From an optimization exercise on the open Yosys and OpenROAD flow, aimed at small area, a short achievable clock period and few clock cycles per item; shortcuts taken in it are not production practice.
For this run, only the layout was checked, not whether the RTL still works.

<file path="design/flow/run.sh">
#!/bin/bash
# synth_recipe.tcl (not shown) runs the flow's synth.tcl, then flattens the netlist and writes it again
# the make line also repeats each setting of config.mk as NAME=value (left out here)
make -C /OpenROAD-flow-scripts/flow DESIGN_CONFIG=/design/flow/config.mk WORK_HOME=/design/flow/orfs CLKGATE_MAP_FILE= SYNTH_SCRIPT=/design/flow/synth_recipe.tcl finish
</file>
<file path="design/flow/config.mk">
export PLATFORM = sky130hd
export DESIGN_NAME = wsc_px3
export DESIGN_NICKNAME = wsc_px3
export VERILOG_FILES = /design/flow/design.v
export SDC_FILE = /design/flow/constraint.sdc
export NUM_CORES = 4
export LEC_CHECK = 0
export CAP_MARGIN = 20
export CORE_MARGIN = 2
export CORE_UTILIZATION = 40
export SLEW_MARGIN = 20
export SYNTH_HIERARCHICAL = 1
</file>
<file path="design/flow/constraint.sdc">
create_clock -name core_clock -period 28.0 [get_ports {clk}]
set_input_delay 5.6000 -clock core_clock [delete_from_list [all_inputs] [get_ports {clk}]]
set_output_delay 5.6000 -clock core_clock [all_outputs]
set_load 0.01 [all_outputs]
</file>
<file path="design/flow/design.v">
module wsc_fa (input wire a, input wire b, input wire c, output wire s, output wire co);
    assign s  = a ^ b ^ c;
    assign co = (a & b) | (a & c) | (b & c);
endmodule
module wsc_ha (input wire a, input wire b, output wire s, output wire co);
    assign s  = a ^ b;
    assign co = a & b;
endmodule
module wsc_px3_ch (
    input  wire        op,
    input  wire [71:0] v,
    output wire [7:0]  res
);
    wire [7:0] v0 = v[7:0],   v1 = v[15:8],  v2 = v[23:16];
    wire [7:0] v3 = v[31:24], v4 = v[39:32], v5 = v[47:40];
    wire [7:0] v6 = v[55:48], v7 = v[63:56], v8 = v[71:64];
    wire [7:0] M = v4;
    wire opn = ~op;
    wire [7:0] Mn = ~M;
    wire s1 = ~(v0[2] ^ v2[2]);
    wire c2 = v0[2] | v2[2];
    wire s3, c4;
    wsc_fa us3 (.a(v0[3]), .b(v2[3]), .c(v6[3]), .s(s3), .co(c4));
    wire s5, c6;
    wsc_fa us5 (.a(v0[4]), .b(v2[4]), .c(v6[4]), .s(s5), .co(c6));
    wire s7, c8;
    wsc_fa us7 (.a(v0[5]), .b(v2[5]), .c(v6[5]), .s(s7), .co(c8));
    wire s9, c10;
    wsc_fa us9 (.a(v0[6]), .b(v2[6]), .c(v6[6]), .s(s9), .co(c10));
    wire s11, c12;
    wsc_fa us11 (.a(v0[7]), .b(v2[7]), .c(v6[7]), .s(s11), .co(c12));
    wire s13, c14;
    wsc_ha us13 (.a(v0[0]), .b(v2[0]), .s(s13), .co(c14));
    wire s15, c16;
    wsc_fa us15 (.a(v0[1]), .b(v2[1]), .c(v6[1]), .s(s15), .co(c16));
    wire s17, c18;
    wsc_fa us17 (.a(v6[2]), .b(v8[2]), .c(Mn[0]), .s(s17), .co(c18));
    wire s19, c20;
    wsc_fa us19 (.a(v8[3]), .b(Mn[1]), .c(c2), .s(s19), .co(c20));
    wire s21, c22;
    wsc_fa us21 (.a(v8[4]), .b(Mn[2]), .c(c4), .s(s21), .co(c22));
    wire s23, c24;
    wsc_fa us23 (.a(v8[5]), .b(Mn[3]), .c(c6), .s(s23), .co(c24));
    wire s25, c26;
    wsc_fa us25 (.a(v8[6]), .b(Mn[4]), .c(c8), .s(s25), .co(c26));
    wire s27, c28;
    wsc_fa us27 (.a(v8[7]), .b(Mn[5]), .c(c10), .s(s27), .co(c28));
    wire s29, c30;
    wsc_ha us29 (.a(v6[0]), .b(v8[0]), .s(s29), .co(c30));
    wire s31, c32;
    wsc_fa us31 (.a(v8[1]), .b(c14), .c(s15), .s(s31), .co(c32));
    wire s33, c34;
    wsc_fa us33 (.a(s1), .b(c16), .c(s17), .s(s33), .co(c34));
    wire s35, c36;
    wsc_fa us35 (.a(s3), .b(c18), .c(s19), .s(s35), .co(c36));
    wire s37, c38;
    wsc_fa us37 (.a(s5), .b(c20), .c(s21), .s(s37), .co(c38));
    wire s39, c40;
    wsc_fa us39 (.a(s7), .b(c22), .c(s23), .s(s39), .co(c40));
    wire s41, c42;
    wsc_fa us41 (.a(s9), .b(c24), .c(s25), .s(s41), .co(c42));
    wire s43, c44;
    wsc_fa us43 (.a(s11), .b(c26), .c(s27), .s(s43), .co(c44));
    wire s45, c46;
    wsc_fa us45 (.a(Mn[6]), .b(c12), .c(c28), .s(s45), .co(c46));
    wire [10:0] xs_X = {1'b0, Mn[7], c44, c42, c40, c38, c36, c34, c32, c30, s13} + {1'b0, c46, s45, s43, s41, s39, s37, s35, s33, s31, s29};
    wire s47 = ~(v1[2] ^ v3[2]);
    wire c48 = v1[2] | v3[2];
    wire s49, c50;
    wsc_fa us49 (.a(v1[3]), .b(v3[3]), .c(v5[3]), .s(s49), .co(c50));
    wire s51, c52;
    wsc_fa us51 (.a(v1[4]), .b(v3[4]), .c(v5[4]), .s(s51), .co(c52));
    wire s53, c54;
    wsc_fa us53 (.a(v1[5]), .b(v3[5]), .c(v5[5]), .s(s53), .co(c54));
    wire s55, c56;
    wsc_fa us55 (.a(v1[6]), .b(v3[6]), .c(v5[6]), .s(s55), .co(c56));
    wire s57, c58;
    wsc_fa us57 (.a(v1[7]), .b(v3[7]), .c(v5[7]), .s(s57), .co(c58));
    wire s59, c60;
    wsc_ha us59 (.a(v1[0]), .b(v3[0]), .s(s59), .co(c60));
    wire s61, c62;
    wsc_fa us61 (.a(v1[1]), .b(v3[1]), .c(v5[1]), .s(s61), .co(c62));
    wire s63, c64;
    wsc_fa us63 (.a(v5[2]), .b(v7[2]), .c(Mn[0]), .s(s63), .co(c64));
    wire s65, c66;
    wsc_fa us65 (.a(v7[3]), .b(Mn[1]), .c(c48), .s(s65), .co(c66));
    wire s67, c68;
    wsc_fa us67 (.a(v7[4]), .b(Mn[2]), .c(c50), .s(s67), .co(c68));
    wire s69, c70;
    wsc_fa us69 (.a(v7[5]), .b(Mn[3]), .c(c52), .s(s69), .co(c70));
    wire s71, c72;
    wsc_fa us71 (.a(v7[6]), .b(Mn[4]), .c(c54), .s(s71), .co(c72));
    wire s73, c74;
    wsc_fa us73 (.a(v7[7]), .b(Mn[5]), .c(c56), .s(s73), .co(c74));
    wire s75, c76;
    wsc_ha us75 (.a(v5[0]), .b(v7[0]), .s(s75), .co(c76));
    wire s77, c78;
    wsc_fa us77 (.a(v7[1]), .b(c60), .c(s61), .s(s77), .co(c78));
    wire s79, c80;
    wsc_fa us79 (.a(s47), .b(c62), .c(s63), .s(s79), .co(c80));
    wire s81, c82;
    wsc_fa us81 (.a(s49), .b(c64), .c(s65), .s(s81), .co(c82));
    wire s83, c84;
    wsc_fa us83 (.a(s51), .b(c66), .c(s67), .s(s83), .co(c84));
    wire s85, c86;
    wsc_fa us85 (.a(s53), .b(c68), .c(s69), .s(s85), .co(c86));
    wire s87, c88;
    wsc_fa us87 (.a(s55), .b(c70), .c(s71), .s(s87), .co(c88));
    wire s89, c90;
    wsc_fa us89 (.a(s57), .b(c72), .c(s73), .s(s89), .co(c90));
    wire s91, c92;
    wsc_fa us91 (.a(Mn[6]), .b(c58), .c(c74), .s(s91), .co(c92));
    wire [10:0] xs_Y = {1'b0, Mn[7], c90, c88, c86, c84, c82, c80, c78, c76, s59} + {1'b0, c92, s91, s89, s87, s85, s83, s81, s79, s77, s75};
    wire n93 = xs_X[0];
    wire n94 = xs_X[1];
    wire n95 = xs_X[2];
    wire n96 = xs_X[3];
    wire n97 = xs_X[4];
    wire n98 = xs_X[5];
    wire n99 = xs_X[6];
    wire n100 = xs_X[7];
    wire n101 = xs_X[8];
    wire n102 = xs_X[9];
    wire n103 = xs_X[10];
    wire n104 = op & xs_X[0];
    wire n105 = op ? xs_X[1] : xs_X[0];
    wire n106 = op ? xs_X[2] : xs_X[1];
    wire n107 = op ? xs_X[3] : xs_X[2];
    wire n108 = op ? xs_X[4] : xs_X[3];
    wire n109 = op ? xs_X[5] : xs_X[4];
    wire n110 = op ? xs_X[6] : xs_X[5];
    wire n111 = op ? xs_X[7] : xs_X[6];
    wire n112 = op ? xs_X[8] : xs_X[7];
    wire n113 = op ? xs_X[9] : xs_X[8];
    wire n114 = op ? xs_X[10] : xs_X[9];
    wire n115 = ~op & xs_X[10];
    wire n116 = op & ~xs_X[0];
    wire n117 = op ? ~xs_X[1] : ~xs_X[0];
    wire n118 = op ? ~xs_X[2] : ~xs_X[1];
    wire n119 = op ? ~xs_X[3] : ~xs_X[2];
    wire n120 = op ? ~xs_X[4] : ~xs_X[3];
    wire n121 = op ? ~xs_X[5] : ~xs_X[4];
    wire n122 = op ? ~xs_X[6] : ~xs_X[5];
    wire n123 = op ? ~xs_X[7] : ~xs_X[6];
    wire n124 = op ? ~xs_X[8] : ~xs_X[7];
    wire n125 = op ? ~xs_X[9] : ~xs_X[8];
    wire n126 = op ? ~xs_X[10] : ~xs_X[9];
    wire n127 = ~op & ~xs_X[10];
    wire n128 = ~op & ~xs_X[0];
    wire n129 = op ? xs_X[0] : ~xs_X[1];
    wire n130 = op ? xs_X[1] : ~xs_X[2];
    wire n131 = op ? xs_X[2] : ~xs_X[3];
    wire n132 = op ? xs_X[3] : ~xs_X[4];
    wire n133 = op ? xs_X[4] : ~xs_X[5];
    wire n134 = op ? xs_X[5] : ~xs_X[6];
    wire n135 = op ? xs_X[6] : ~xs_X[7];
    wire n136 = op ? xs_X[7] : ~xs_X[8];
    wire n137 = op ? xs_X[8] : ~xs_X[9];
    wire n138 = op ? xs_X[9] : ~xs_X[10];
    wire n139 = op & xs_X[10];
    wire n140 = op & ~xs_X[0];
    wire n141 = op ? ~xs_X[1] : xs_X[0];
    wire n142 = op ? ~xs_X[2] : xs_X[1];
    wire n143 = op ? ~xs_X[3] : xs_X[2];
    wire n144 = op ? ~xs_X[4] : xs_X[3];
    wire n145 = op ? ~xs_X[5] : xs_X[4];
    wire n146 = op ? ~xs_X[6] : xs_X[5];
    wire n147 = op ? ~xs_X[7] : xs_X[6];
    wire n148 = op ? ~xs_X[8] : xs_X[7];
    wire n149 = op ? ~xs_X[9] : xs_X[8];
    wire n150 = op ? ~xs_X[10] : xs_X[9];
    wire n151 = ~op & xs_X[10];
    wire n152 = xs_Y[0];
    wire n153 = xs_Y[1];
    wire n154 = xs_Y[2];
    wire n155 = xs_Y[3];
    wire n156 = xs_Y[4];
    wire n157 = xs_Y[5];
    wire n158 = xs_Y[6];
    wire n159 = xs_Y[7];
    wire n160 = xs_Y[8];
    wire n161 = xs_Y[9];
    wire n162 = xs_Y[10];
    wire n163 = ~xs_Y[0];
    wire n164 = ~xs_Y[1];
    wire n165 = ~xs_Y[2];
    wire n166 = ~xs_Y[3];
    wire n167 = ~xs_Y[4];
    wire n168 = ~xs_Y[5];
    wire n169 = ~xs_Y[6];
    wire n170 = ~xs_Y[7];
    wire n171 = ~xs_Y[8];
    wire n172 = ~xs_Y[9];
    wire n173 = ~xs_Y[10];
    wire n174 = op & xs_Y[0];
    wire n175 = op & xs_Y[1];
    wire n176 = op & xs_Y[2];
    wire n177 = op & xs_Y[3];
    wire n178 = op ? xs_Y[4] : xs_Y[0];
    wire n179 = op ? xs_Y[5] : xs_Y[1];
    wire n180 = op ? xs_Y[6] : xs_Y[2];
    wire n181 = op ? xs_Y[7] : xs_Y[3];
    wire n182 = op ? xs_Y[8] : xs_Y[4];
    wire n183 = op ? xs_Y[9] : xs_Y[5];
    wire n184 = op ? xs_Y[10] : xs_Y[6];
    wire n185 = ~op & xs_Y[7];
    wire n186 = ~op & xs_Y[8];
    wire n187 = ~op & xs_Y[9];
    wire n188 = ~op & xs_Y[10];
    wire n189 = op & xs_Y[0];
    wire n190 = op & xs_Y[1];
    wire n191 = op & xs_Y[2];
    wire n192 = op & xs_Y[3];
    wire n193 = op & xs_Y[4];
    wire n194 = op & xs_Y[5];
    wire n195 = op & xs_Y[6];
    wire n196 = op & xs_Y[7];
    wire n197 = op & xs_Y[8];
    wire n198 = op & xs_Y[9];
    wire n199 = op & xs_Y[10];
    wire n200 = ~op & xs_Y[0];
    wire n201 = ~op & xs_Y[1];
    wire n202 = ~op & xs_Y[2];
    wire n203 = ~op & xs_Y[3];
    wire n204 = ~op & xs_Y[4];
    wire n205 = ~op & xs_Y[5];
    wire n206 = ~op & xs_Y[6];
    wire n207 = ~op & xs_Y[7];
    wire n208 = ~op & xs_Y[8];
    wire n209 = ~op & xs_Y[9];
    wire n210 = ~op & xs_Y[10];
    wire n211 = op & ~xs_Y[0];
    wire n212 = op & ~xs_Y[1];
    wire n213 = op & ~xs_Y[2];
    wire n214 = op & ~xs_Y[3];
    wire n215 = op & ~xs_Y[4];
    wire n216 = op & ~xs_Y[5];
    wire n217 = op & ~xs_Y[6];
    wire n218 = op & ~xs_Y[7];
    wire n219 = op & ~xs_Y[8];
    wire n220 = op & ~xs_Y[9];
    wire n221 = op & ~xs_Y[10];
    wire n222 = ~op & ~xs_Y[0];
    wire n223 = ~op & ~xs_Y[1];
    wire n224 = ~op & ~xs_Y[2];
    wire n225 = ~op & ~xs_Y[3];
    wire n226 = ~op & ~xs_Y[4];
    wire n227 = ~op & ~xs_Y[5];
    wire n228 = ~op & ~xs_Y[6];
    wire n229 = ~op & ~xs_Y[7];
    wire n230 = ~op & ~xs_Y[8];
    wire n231 = ~op & ~xs_Y[9];
    wire n232 = ~op & ~xs_Y[10];
    wire n233 = op & xs_X[0];
    wire n234 = op & xs_X[1];
    wire n235 = op & xs_X[2];
    wire n236 = op ? xs_X[3] : M[0];
    wire n237 = op ? xs_X[4] : M[1];
    wire n238 = op ? xs_X[5] : M[2];
    wire n239 = op ? xs_X[6] : M[3];
    wire n240 = op ? xs_X[7] : M[4];
    wire n241 = op ? xs_X[8] : M[5];
    wire n242 = op ? xs_X[9] : M[6];
    wire n243 = op ? xs_X[10] : M[7];
    wire n244 = op & xs_X[0];
    wire n245 = op & xs_X[1];
    wire n246 = op & xs_X[2];
    wire n247 = op & xs_X[3];
    wire n248 = op & xs_X[4];
    wire n249 = op & xs_X[5];
    wire n250 = op & xs_X[6];
    wire n251 = op & xs_X[7];
    wire n252 = op & xs_X[8];
    wire n253 = op & xs_X[9];
    wire n254 = op & xs_X[10];
    wire n255 = op & xs_X[0];
    wire n256 = op & xs_X[1];
    wire n257 = op & xs_X[2];
    wire n258 = op & xs_X[3];
    wire n259 = op & xs_X[4];
    wire n260 = op & xs_X[5];
    wire n261 = op & xs_X[6];
    wire n262 = op & xs_X[7];
    wire n263 = op & xs_X[8];
    wire n264 = op & xs_X[9];
    wire n265 = op & xs_X[10];
    wire s266, c267;
    wsc_ha us266 (.a(n176), .b(n194), .s(s266), .co(c267));
    wire s268, c269;
    wsc_ha us268 (.a(n140), .b(n177), .s(s268), .co(c269));
    wire s270, c271;
    wsc_ha us270 (.a(n141), .b(n178), .s(s270), .co(c271));
    wire s272, c273;
    wsc_fa us272 (.a(n142), .b(n179), .c(n197), .s(s272), .co(c273));
    wire s274, c275;
    wsc_ha us274 (.a(n143), .b(n180), .s(s274), .co(c275));
    wire s276, c277;
    wsc_fa us276 (.a(n128), .b(n144), .c(n163), .s(s276), .co(c277));
    wire s278, c279;
    wsc_ha us278 (.a(n181), .b(n199), .s(s278), .co(c279));
    wire s280, c281;
    wsc_fa us280 (.a(n129), .b(n145), .c(n164), .s(s280), .co(c281));
    wire s282, c283;
    wsc_ha us282 (.a(n182), .b(n240), .s(s282), .co(c283));
    wire s284, c285;
    wsc_fa us284 (.a(n130), .b(n146), .c(n165), .s(s284), .co(c285));
    wire s286, c287;
    wsc_fa us286 (.a(n93), .b(n131), .c(n147), .s(s286), .co(c287));
    wire s288, c289;
    wsc_fa us288 (.a(n94), .b(n132), .c(n148), .s(s288), .co(c289));
    wire s290, c291;
    wsc_fa us290 (.a(n95), .b(n116), .c(n133), .s(s290), .co(c291));
    wire s292, c293;
    wsc_fa us292 (.a(n96), .b(n117), .c(n134), .s(s292), .co(c293));
    wire s294, c295;
    wsc_fa us294 (.a(n150), .b(n169), .c(n187), .s(s294), .co(c295));
    wire s296 = ~(n97 ^ n118);
    wire c297 = n97 | n118;
    wire s298, c299;
    wsc_fa us298 (.a(n135), .b(n151), .c(n170), .s(s298), .co(c299));
    wire s300, c301;
    wsc_ha us300 (.a(n188), .b(n204), .s(s300), .co(c301));
    wire s302, c303;
    wsc_fa us302 (.a(n98), .b(n104), .c(n119), .s(s302), .co(c303));
    wire s304, c305;
    wsc_fa us304 (.a(n136), .b(n171), .c(n205), .s(s304), .co(c305));
    wire s306, c307;
    wsc_ha us306 (.a(n224), .b(op), .s(s306), .co(c307));
    wire s308, c309;
    wsc_fa us308 (.a(n99), .b(n105), .c(n120), .s(s308), .co(c309));
    wire s310, c311;
    wsc_fa us310 (.a(n137), .b(n152), .c(n172), .s(s310), .co(c311));
    wire s312, c313;
    wsc_fa us312 (.a(n206), .b(n225), .c(op), .s(s312), .co(c313));
    wire s314, c315;
    wsc_fa us314 (.a(n100), .b(n106), .c(n121), .s(s314), .co(c315));
    wire s316, c317;
    wsc_fa us316 (.a(n138), .b(n153), .c(n173), .s(s316), .co(c317));
    wire s318, c319;
    wsc_ha us318 (.a(n207), .b(n226), .s(s318), .co(c319));
    wire s320 = ~(n101 ^ n107);
    wire c321 = n101 | n107;
    wire s322, c323;
    wsc_fa us322 (.a(n122), .b(n139), .c(n154), .s(s322), .co(c323));
    wire s324, c325;
    wsc_ha us324 (.a(n208), .b(n227), .s(s324), .co(c325));
    wire s326 = ~(n102 ^ n108);
    wire c327 = n102 | n108;
    wire s328, c329;
    wsc_fa us328 (.a(n123), .b(n155), .c(n209), .s(s328), .co(c329));
    wire s330, c331;
    wsc_ha us330 (.a(n228), .b(M[0]), .s(s330), .co(c331));
    wire s332, c333;
    wsc_fa us332 (.a(n103), .b(n109), .c(n124), .s(s332), .co(c333));
    wire s334, c335;
    wsc_fa us334 (.a(n156), .b(n210), .c(n229), .s(s334), .co(c335));
    wire s336, c337;
    wsc_ha us336 (.a(M[1]), .b(opn), .s(s336), .co(c337));
    wire s338, c339;
    wsc_fa us338 (.a(n110), .b(n125), .c(n157), .s(s338), .co(c339));
    wire s340, c341;
    wsc_ha us340 (.a(n230), .b(M[2]), .s(s340), .co(c341));
    wire s342, c343;
    wsc_fa us342 (.a(n111), .b(n126), .c(n158), .s(s342), .co(c343));
    wire n344 = ~n112;
    wire s345, c346;
    wsc_ha us345 (.a(n174), .b(n192), .s(s345), .co(c346));
    wire s347, c348;
    wsc_fa us347 (.a(n175), .b(n193), .c(n220), .s(s347), .co(c348));
    wire s349, c350;
    wsc_ha us349 (.a(n233), .b(n250), .s(s349), .co(c350));
    wire s351, c352;
    wsc_fa us351 (.a(n221), .b(n234), .c(n251), .s(s351), .co(c352));
    wire s353, c354;
    wsc_fa us353 (.a(n259), .b(op), .c(s266), .s(s353), .co(c354));
    wire s355, c356;
    wsc_fa us355 (.a(n195), .b(n235), .c(n252), .s(s355), .co(c356));
    wire s357, c358;
    wsc_fa us357 (.a(n260), .b(c267), .c(s268), .s(s357), .co(c358));
    wire s359, c360;
    wsc_fa us359 (.a(n196), .b(n236), .c(n253), .s(s359), .co(c360));
    wire s361, c362;
    wsc_fa us361 (.a(n261), .b(c269), .c(s270), .s(s361), .co(c362));
    wire s363, c364;
    wsc_fa us363 (.a(n237), .b(n254), .c(n262), .s(s363), .co(c364));
    wire s365, c366;
    wsc_fa us365 (.a(op), .b(c271), .c(s272), .s(s365), .co(c366));
    wire s367, c368;
    wsc_fa us367 (.a(n198), .b(n238), .c(n263), .s(s367), .co(c368));
    wire s369, c370;
    wsc_fa us369 (.a(op), .b(c273), .c(s274), .s(s369), .co(c370));
    wire s371, c372;
    wsc_fa us371 (.a(n239), .b(n264), .c(op), .s(s371), .co(c372));
    wire s373, c374;
    wsc_fa us373 (.a(c275), .b(s276), .c(s278), .s(s373), .co(c374));
    wire s375, c376;
    wsc_fa us375 (.a(n265), .b(opn), .c(c277), .s(s375), .co(c376));
    wire s377, c378;
    wsc_fa us377 (.a(c279), .b(s280), .c(s282), .s(s377), .co(c378));
    wire s379, c380;
    wsc_fa us379 (.a(n183), .b(n241), .c(op), .s(s379), .co(c380));
    wire s381, c382;
    wsc_fa us381 (.a(c281), .b(c283), .c(s284), .s(s381), .co(c382));
    wire s383, c384;
    wsc_fa us383 (.a(n166), .b(n184), .c(n200), .s(s383), .co(c384));
    wire s385, c386;
    wsc_fa us385 (.a(n242), .b(c285), .c(s286), .s(s385), .co(c386));
    wire s387, c388;
    wsc_fa us387 (.a(n167), .b(n185), .c(n201), .s(s387), .co(c388));
    wire s389, c390;
    wsc_fa us389 (.a(n243), .b(c287), .c(s288), .s(s389), .co(c390));
    wire s391, c392;
    wsc_fa us391 (.a(n149), .b(n168), .c(n186), .s(s391), .co(c392));
    wire s393, c394;
    wsc_fa us393 (.a(n202), .b(c289), .c(s290), .s(s393), .co(c394));
    wire s395, c396;
    wsc_fa us395 (.a(n203), .b(n222), .c(op), .s(s395), .co(c396));
    wire s397, c398;
    wsc_fa us397 (.a(c291), .b(s292), .c(s294), .s(s397), .co(c398));
    wire s399, c400;
    wsc_fa us399 (.a(n223), .b(c293), .c(c295), .s(s399), .co(c400));
    wire s401, c402;
    wsc_fa us401 (.a(s296), .b(s298), .c(s300), .s(s401), .co(c402));
    wire s403, c404;
    wsc_fa us403 (.a(c297), .b(c299), .c(c301), .s(s403), .co(c404));
    wire s405, c406;
    wsc_fa us405 (.a(s302), .b(s304), .c(s306), .s(s405), .co(c406));
    wire s407, c408;
    wsc_fa us407 (.a(c303), .b(c305), .c(c307), .s(s407), .co(c408));
    wire s409, c410;
    wsc_fa us409 (.a(s308), .b(s310), .c(s312), .s(s409), .co(c410));
    wire s411, c412;
    wsc_fa us411 (.a(c309), .b(c311), .c(c313), .s(s411), .co(c412));
    wire s413, c414;
    wsc_fa us413 (.a(s314), .b(s316), .c(s318), .s(s413), .co(c414));
    wire s415, c416;
    wsc_fa us415 (.a(c315), .b(c317), .c(c319), .s(s415), .co(c416));
    wire s417, c418;
    wsc_fa us417 (.a(s320), .b(s322), .c(s324), .s(s417), .co(c418));
    wire s419, c420;
    wsc_fa us419 (.a(c321), .b(c323), .c(c325), .s(s419), .co(c420));
    wire s421, c422;
    wsc_fa us421 (.a(s326), .b(s328), .c(s330), .s(s421), .co(c422));
    wire s423, c424;
    wsc_fa us423 (.a(c327), .b(c329), .c(c331), .s(s423), .co(c424));
    wire s425, c426;
    wsc_fa us425 (.a(s332), .b(s334), .c(s336), .s(s425), .co(c426));
    wire s427, c428;
    wsc_fa us427 (.a(op), .b(c333), .c(c335), .s(s427), .co(c428));
    wire s429, c430;
    wsc_fa us429 (.a(c337), .b(s338), .c(s340), .s(s429), .co(c430));
    wire s431, c432;
    wsc_fa us431 (.a(n231), .b(M[3]), .c(opn), .s(s431), .co(c432));
    wire s433, c434;
    wsc_fa us433 (.a(c339), .b(c341), .c(s342), .s(s433), .co(c434));
    wire s435, c436;
    wsc_fa us435 (.a(n127), .b(n159), .c(n232), .s(s435), .co(c436));
    wire s437, c438;
    wsc_fa us437 (.a(M[4]), .b(c343), .c(n344), .s(s437), .co(c438));
    wire s439, c440;
    wsc_fa us439 (.a(n113), .b(n160), .c(M[5]), .s(s439), .co(c440));
    wire s441, c442;
    wsc_ha us441 (.a(op), .b(n112), .s(s441), .co(c442));
    wire s443, c444;
    wsc_fa us443 (.a(n114), .b(n161), .c(M[6]), .s(s443), .co(c444));
    wire s445, c446;
    wsc_ha us445 (.a(n115), .b(n162), .s(s445), .co(c446));
    wire s447, c448;
    wsc_ha us447 (.a(n190), .b(n217), .s(s447), .co(c448));
    wire s449, c450;
    wsc_fa us449 (.a(n191), .b(n218), .c(n248), .s(s449), .co(c450));
    wire s451, c452;
    wsc_fa us451 (.a(n219), .b(n249), .c(n257), .s(s451), .co(c452));
    wire s453, c454;
    wsc_fa us453 (.a(n258), .b(c346), .c(s347), .s(s453), .co(c454));
    wire s455, c456;
    wsc_fa us455 (.a(c348), .b(c350), .c(s351), .s(s455), .co(c456));
    wire s457, c458;
    wsc_fa us457 (.a(c352), .b(c354), .c(s355), .s(s457), .co(c458));
    wire s459, c460;
    wsc_fa us459 (.a(c356), .b(c358), .c(s359), .s(s459), .co(c460));
    wire s461, c462;
    wsc_fa us461 (.a(c360), .b(c362), .c(s363), .s(s461), .co(c462));
    wire s463, c464;
    wsc_fa us463 (.a(c364), .b(c366), .c(s367), .s(s463), .co(c464));
    wire s465, c466;
    wsc_fa us465 (.a(c368), .b(c370), .c(s371), .s(s465), .co(c466));
    wire s467, c468;
    wsc_fa us467 (.a(c372), .b(c374), .c(s375), .s(s467), .co(c468));
    wire s469, c470;
    wsc_fa us469 (.a(c376), .b(c378), .c(s379), .s(s469), .co(c470));
    wire s471, c472;
    wsc_fa us471 (.a(c380), .b(c382), .c(s383), .s(s471), .co(c472));
    wire s473, c474;
    wsc_fa us473 (.a(c384), .b(c386), .c(s387), .s(s473), .co(c474));
    wire s475, c476;
    wsc_fa us475 (.a(c388), .b(c390), .c(s391), .s(s475), .co(c476));
    wire s477, c478;
    wsc_fa us477 (.a(c392), .b(c394), .c(s395), .s(s477), .co(c478));
    wire s479, c480;
    wsc_fa us479 (.a(c396), .b(c398), .c(s399), .s(s479), .co(c480));
    wire s481, c482;
    wsc_fa us481 (.a(c400), .b(c402), .c(s403), .s(s481), .co(c482));
    wire s483, c484;
    wsc_fa us483 (.a(c404), .b(c406), .c(s407), .s(s483), .co(c484));
    wire s485, c486;
    wsc_fa us485 (.a(c408), .b(c410), .c(s411), .s(s485), .co(c486));
    wire s487, c488;
    wsc_fa us487 (.a(c412), .b(c414), .c(s415), .s(s487), .co(c488));
    wire s489, c490;
    wsc_fa us489 (.a(c416), .b(c418), .c(s419), .s(s489), .co(c490));
    wire s491, c492;
    wsc_fa us491 (.a(c420), .b(c422), .c(s423), .s(s491), .co(c492));
    wire s493, c494;
    wsc_fa us493 (.a(c424), .b(c426), .c(s427), .s(s493), .co(c494));
    wire s495, c496;
    wsc_fa us495 (.a(c428), .b(c430), .c(s431), .s(s495), .co(c496));
    wire s497, c498;
    wsc_fa us497 (.a(c432), .b(c434), .c(s435), .s(s497), .co(c498));
    wire s499, c500;
    wsc_fa us499 (.a(c436), .b(c438), .c(s439), .s(s499), .co(c500));
    wire s501, c502;
    wsc_fa us501 (.a(opn), .b(c440), .c(c442), .s(s501), .co(c502));
    wire s503, c504;
    wsc_fa us503 (.a(M[7]), .b(opn), .c(c444), .s(s503), .co(c504));
    wire s505, c506;
    wsc_ha us505 (.a(n189), .b(n216), .s(s505), .co(c506));
    wire s507, c508;
    wsc_fa us507 (.a(n247), .b(n255), .c(s447), .s(s507), .co(c508));
    wire s509, c510;
    wsc_fa us509 (.a(n256), .b(c448), .c(s449), .s(s509), .co(c510));
    wire s511, c512;
    wsc_fa us511 (.a(s345), .b(c450), .c(s451), .s(s511), .co(c512));
    wire s513, c514;
    wsc_fa us513 (.a(s349), .b(c452), .c(s453), .s(s513), .co(c514));
    wire s515, c516;
    wsc_fa us515 (.a(s353), .b(c454), .c(s455), .s(s515), .co(c516));
    wire s517, c518;
    wsc_fa us517 (.a(s357), .b(c456), .c(s457), .s(s517), .co(c518));
    wire s519, c520;
    wsc_fa us519 (.a(s361), .b(c458), .c(s459), .s(s519), .co(c520));
    wire s521, c522;
    wsc_fa us521 (.a(s365), .b(c460), .c(s461), .s(s521), .co(c522));
    wire s523, c524;
    wsc_fa us523 (.a(s369), .b(c462), .c(s463), .s(s523), .co(c524));
    wire s525, c526;
    wsc_fa us525 (.a(s373), .b(c464), .c(s465), .s(s525), .co(c526));
    wire s527, c528;
    wsc_fa us527 (.a(s377), .b(c466), .c(s467), .s(s527), .co(c528));
    wire s529, c530;
    wsc_fa us529 (.a(s381), .b(c468), .c(s469), .s(s529), .co(c530));
    wire s531, c532;
    wsc_fa us531 (.a(s385), .b(c470), .c(s471), .s(s531), .co(c532));
    wire s533, c534;
    wsc_fa us533 (.a(s389), .b(c472), .c(s473), .s(s533), .co(c534));
    wire s535, c536;
    wsc_fa us535 (.a(s393), .b(c474), .c(s475), .s(s535), .co(c536));
    wire s537, c538;
    wsc_fa us537 (.a(s397), .b(c476), .c(s477), .s(s537), .co(c538));
    wire s539, c540;
    wsc_fa us539 (.a(s401), .b(c478), .c(s479), .s(s539), .co(c540));
    wire s541, c542;
    wsc_fa us541 (.a(s405), .b(c480), .c(s481), .s(s541), .co(c542));
    wire s543, c544;
    wsc_fa us543 (.a(s409), .b(c482), .c(s483), .s(s543), .co(c544));
    wire s545, c546;
    wsc_fa us545 (.a(s413), .b(c484), .c(s485), .s(s545), .co(c546));
    wire s547, c548;
    wsc_fa us547 (.a(s417), .b(c486), .c(s487), .s(s547), .co(c548));
    wire s549, c550;
    wsc_fa us549 (.a(s421), .b(c488), .c(s489), .s(s549), .co(c550));
    wire s551, c552;
    wsc_fa us551 (.a(s425), .b(c490), .c(s491), .s(s551), .co(c552));
    wire s553, c554;
    wsc_fa us553 (.a(s429), .b(c492), .c(s493), .s(s553), .co(c554));
    wire s555, c556;
    wsc_fa us555 (.a(s433), .b(c494), .c(s495), .s(s555), .co(c556));
    wire s557, c558;
    wsc_fa us557 (.a(s437), .b(c496), .c(s497), .s(s557), .co(c558));
    wire s559, c560;
    wsc_fa us559 (.a(s441), .b(c498), .c(s499), .s(s559), .co(c560));
    wire s561, c562;
    wsc_fa us561 (.a(s443), .b(c500), .c(s501), .s(s561), .co(c562));
    wire s563, c564;
    wsc_fa us563 (.a(s445), .b(c502), .c(s503), .s(s563), .co(c564));
    wire [34:0] A = {c562, c560, c558, c556, c554, c552, c550, c548, c546, c544, c542, c540, c538, c536, c534, c532, c530, c528, c526, c524, c522, c520, c518, c516, c514, c512, c510, c508, c506, n246, n215, n214, n213, n212, n211} + {s563, s561, s559, s557, s555, s553, s551, s549, s547, s545, s543, s541, s539, s537, s535, s533, s531, s529, s527, s525, s523, s521, s519, s517, s515, s513, s511, s509, s507, s505, n245, n244, 1'b0, 1'b0, op};
    wire [7:0]  q = A[34:27];
    reg lo_ok;
    always @* begin
        casez (q)
            8'b1???????: lo_ok = 1'b1;
            8'b01??????: lo_ok = &A[9:9];
            8'b001?????: lo_ok = &A[9:8];
            8'b0001????: lo_ok = &A[9:7];
            8'b00001???: lo_ok = &A[9:6];
            8'b000001??: lo_ok = &A[9:5];
            8'b0000001?: lo_ok = &A[9:4];
            8'b00000001: lo_ok = &A[9:3];
            default:     lo_ok = &A[9:3] & (A[2] | (A[1] & A[0]));
        endcase
    end
    wire flag = op & (&A[26:10]) & lo_ok;
    assign res = q + {7'd0, flag};
endmodule
module wsc_px3 (
    input  wire         clk,
    input  wire         rst,
    input  wire         in_valid,
    output wire         in_ready,
    input  wire         in_op,        
    input  wire [287:0] in_win,
    output reg          out_valid,
    input  wire         out_ready,
    output reg  [31:0]  out_pix
);
    wire [31:0] result;
    genvar c;
    generate
        for (c = 0; c < 4; c = c + 1) begin : ch
            wsc_px3_ch u (
                .op (in_op),
                .v  ({in_win[256+8*c +: 8], in_win[224+8*c +: 8], in_win[192+8*c +: 8],
                      in_win[160+8*c +: 8], in_win[128+8*c +: 8], in_win[96+8*c +: 8],
                      in_win[64+8*c +: 8],  in_win[32+8*c +: 8],  in_win[8*c +: 8]}),
                .res(result[8*c +: 8])
            );
        end
    endgenerate
    assign in_ready = !out_valid || out_ready;
    always @(posedge clk) begin
        if (rst)
            out_valid <= 1'b0;
        else if (in_ready)
            out_valid <= in_valid;
    end
    always @(posedge clk) begin
        if (in_valid && in_ready)
            out_pix <= result;
    end
endmodule
</file>
==> impl.org <==
** Status
- The flow ran to the end and the layout has no timing, DRC or antenna violations.

** Drt
- DRC violation total after the first TritonRoute iteration :: roughly 1900
- For this run, design rule violations remaining after detail routing come to 0.
- The detail route stage leaves a number of antenna-violating nets equal to 0.
- Aggregate routed wire length :: between 90000 and 100000 µm
- Using the TritonRoute via totals, the vias-per-cell ratio works out to 5.565.
- First-pass iteration count of the detailed router :: 6
- Total via count in the routed design :: about 25000
- Average wire per standard cell :: roughly 20 µm

** Cells and area
- Share of final-layout standard cells stronger than drive strength 1 :: 0.02131
- Antenna Diode Count :: 0
- Area delta synth->final :: 14.45%
- For this run, the post-layout net count is 4816.
- Fill cells in the final layout number around 7400.

** Timing
- On the final layout, the worst hold slack is between 0.5 and 0.6 ns.
- Setup-violating endpoint count in the final report :: 0
- Final min period :: roughly 15 ns
- Headroom to the max-slew limit came out at 0.2078.
- Hold Violations, Final :: 0
- Final Slew Violations :: 0
- At the pin with the least slew margin, the transition time is between 1 and 1.5 ns.
- Setup repair after global routing left no endpoint under its margin.
- For this run, the top clock speed supported by timing is roughly 0.066 GHz.
- Clock skew on the completed layout was measured at between 0.002 and 0.0025 ns.
- Adding up every negative setup slack in the final design gives 0 ns.
- Share of the clock period used by the worst path :: 0.5407

** Clock network
- In this run, post-CTS repair resized a total of 0 instances.
- The tree is rooted in a sky130_fd_sc_hd__clkbuf_16.
- In this run the deepest clock path goes through 2 buffers.
- In this run, post-CTS hold repair placed 0 buffers.
- Post-CTS timing repair inserted 0 buffers for setup.
- The H-tree was split into 2 levels.
- Number of buffers created by CTS :: 5
- Clock slew seen by the registers of the worst setup and hold paths :: 0.05 ns
- TritonCTS clock tree :: done
- Source-to-sink clock delay at the later pin of the worst-skew pair :: about 0.27 ns
- The clock net in this run drives a total of 33 sinks.

** Critical path
- Type of the setup path with the least slack :: in -> reg
- CP endpoint kind :: register
- Slowest Stage Delay on Critical Path :: slightly below 0.6 ns
- Cell with the largest stage delay on the worst path :: sky130_fd_sc_hd__a311oi_1
- Crit start category :: primary input
- Among the stages of the critical path, the cell type that occurs most often is sky130_fd_sc_hd__fa_1.
- Of all nets on the critical path, the largest fanout is 7.
- Bufs and invs on worst path :: 2
- Data required time at the worst endpoint :: about 28 ns
- For the worst setup path, the data arrival time is between 15 and 20 ns.
- The setup check on the worst reg-to-reg path leaves a slack of 26.80 ns.
- Kind of cell adding the most delay to the critical path :: adder cells

** Hold path
- Hold/Removal Path Class :: reg -> reg

** Floorplanning
- The initial utilization of the core area, before any placement, comes to 0.4050.
- The total area inside the core boundary comes to 0.07620 mm².
- Die Wd :: approximately 280 µm
- In this run the vertical extent of the chip is 281.8 µm.
- The die covers 0.07939 mm².
- Row generation in the floorplan step produced slightly above 100 rows.
- between 300 and 400 I/O pins were placed.

** Synth
- Counting every net in the synthesized netlist gives between 4000 and 5000.
- By count the netlist is led by 676 x sky130_fd_sc_hd__fa_1, 352 x sky130_fd_sc_hd__nor2_1, 328 x sky130_fd_sc_hd__ha_1, 305 x sky130_fd_sc_hd__inv_1, 280 x sky130_fd_sc_hd__a21oi_1.
- Most frequently used cell type in the post-synthesis netlist :: sky130_fd_sc_hd__fa_1
- In the synthesized netlist, the number of instances is approximately 3300.
- Ys async rst share :: 0
- Register bit total from synthesis :: 33
- Post-Syn Area :: approximately 0.03 mm²
- Synth unique cells :: 65
- The synthesized design spends more area on one cell type than any other, namely sky130_fd_sc_hd__fa_1.
- In the synthesized netlist the dominant register cell turns out to be sky130_fd_sc_hd__edfxtp_1.
- Number of warnings reported in the yosys synthesis log :: 8
- Sequential element share of the synthesized area :: 0.03179
- By area the synthesized netlist is led by sky130_fd_sc_hd__fa_1 44%, sky130_fd_sc_hd__ha_1 13%, sky130_fd_sc_hd__a21oi_1 4.5%, sky130_fd_sc_hd__nor2_1 4.3%, sky130_fd_sc_hd__xnor2_1 4.0%.
- Number of enable-type register cells in the synthesized netlist :: 32
- A synthesized cell averages 9.452 µm².
- Of the post-synthesis cell area, the dominant cell type holds 0.4385.

** Global route
- Initial antenna violation count :: 0
- Entering global routing, the biggest net connects approximately 150 pins.
- Overall fraction of global-route tracks in use :: 0.2373
- Vias in the first global route :: approximately 26000
- The first global-routing pass estimated between 100000 and 150000 µm of wire.
- For this run the aggregate overflow at the end of global routing stands at 0.

** Placed design
- Half-perimeter wire length after detailed placement :: about 84000 µm
- Input and output buffers added on the ports amount to approximately 330.
- Routability-driven placement finished with a final weighted congestion of 0.9877.

** Flow run
- Max-Cap Viols :: 0
[modules after synthesis (local to each module, per instance)]
module	times used	cell area (µm²)
wsc_fa	668	20.02
wsc_ha	92	12.51
wsc_px3	1	1016
wsc_px3_ch	4	3830
[worst reg2reg max path: stages, from the launching register on]
cell and delay [ns]:
sky130_fd_sc_hd__dfxtp_1 0.33, sky130_fd_sc_hd__nand2b_4 0.08, sky130_fd_sc_hd__and2_4 0.42
[cells in the final DEF, fill, tap and decap left out, drive strengths merged, types with 60 or more instances in the layout]
cell	Yosys	layout
fa	676	676
nor2	352	352
ha	328	328
clkdlybuf4s50	0	325
inv	309	309
a21oi	281	281
nand2	204	204
o21ai	172	172
xnor2	144	144
o21bai	76	76
a21o	60	60
[through the flow]
step / utilization / setup slack (ns) / instance area, µm² / instances
after floorplan: - / 14.41 / 30860 / 3265
after global placement: 0.4617 / 12.77 / 35180 / 4542
after detailed placement: 0.4617 / 12.68 / 35180 / 4542
after CTS: 0.4635 / 12.96 / 35320 / 4550
after global routing: 0.4635 / 12.21 / 35320 / 4550
final: 0.4635 / 12.86 / 35320 / 4550
[layout make-up]
| cell class | count | area (µm²) | share of cell area |
|---|---|---|---|
| Clock buffer | 5 | 125.1 | 0.003543 |
| Inverter | 313 | 1175 | 0.03326 |
| Tap cell | 1030 | 1289 | 0.03649 |
| Sequential cell | 33 | 980.9 | 0.02777 |
| Multi-Input combinational cell | 2827 | 28360 | 0.8029 |
| Timing Repair Buffer | 339 | 3378 | 0.09565 |
| Clock inverter | 3 | 12.51 | 0.0003543 |
[flip-flops by register name, summed over array words and instances, names as in the netlist]
| name | count |
|---|---|
| out_valid | 1 |
| out_pix | 32 |
[final timing paths]
kind	start	to	cells after the start
max	in_win[33]	out_pix[6]	33
min	out_valid	out_valid	2
max reg2reg	out_valid	out_pix[27]	2
min reg2reg	out_valid	out_valid	2
[routing by layer]
metal  vias up  GRT usage  share of wire
met5         -          0              0
li1      11640          -              -
met3        96    0.03265          0.069
met4         0    0.03219          0.015
met1     12700     0.3423           0.45
met2       885     0.3888           0.47
[logic make-up (layout without fill, tap and decap cells)]
logic type,after synthesis,in the layout,synth area share
AO/OA/AOI/OAI,785,785,0.1618
XOR/XNOR,200,200,0.05774
adder cells (fa/ha/maj),1004,1004,0.5715
buffers and inverters,405,660,0.04926
flip-flops,33,33,0.03179
multiplexers,24,24,0.007785
AND/OR/NAND/NOR,814,814,0.1201

==> separate check: timing with driven ports <==
The results above use ideal ports. As a check the final layout listed here was re-extracted and re-timed, cells and wires unchanged.
Step 1 (the two cells are an assumption about what drives the block):
set clk [get_ports {clk}]
set_driving_cell -lib_cell sky130_fd_sc_hd__clkbuf_16 $clk
set_driving_cell -lib_cell sky130_fd_sc_hd__buf_2 [delete_from_list [all_inputs] $clk]
Step 2 also shifts input and output timing later by t, the mid clock arrival at the registers, as if the neighbouring blocks saw the same clock.
Three values: ideal ports, drivers, drivers and shift; two values: the first two.
t (ns): 0.315
slack for setup (ns): 12.861 / 12.868 / 12.553
latest minus earliest clock arrival (ns): 0.002 / 0.002
pins driven straight from the clock port: 1
After both steps setup and hold are still met in this run. The setup slack of this run moves by +0.007 ns with the drivers and by -0.308 ns with both steps.
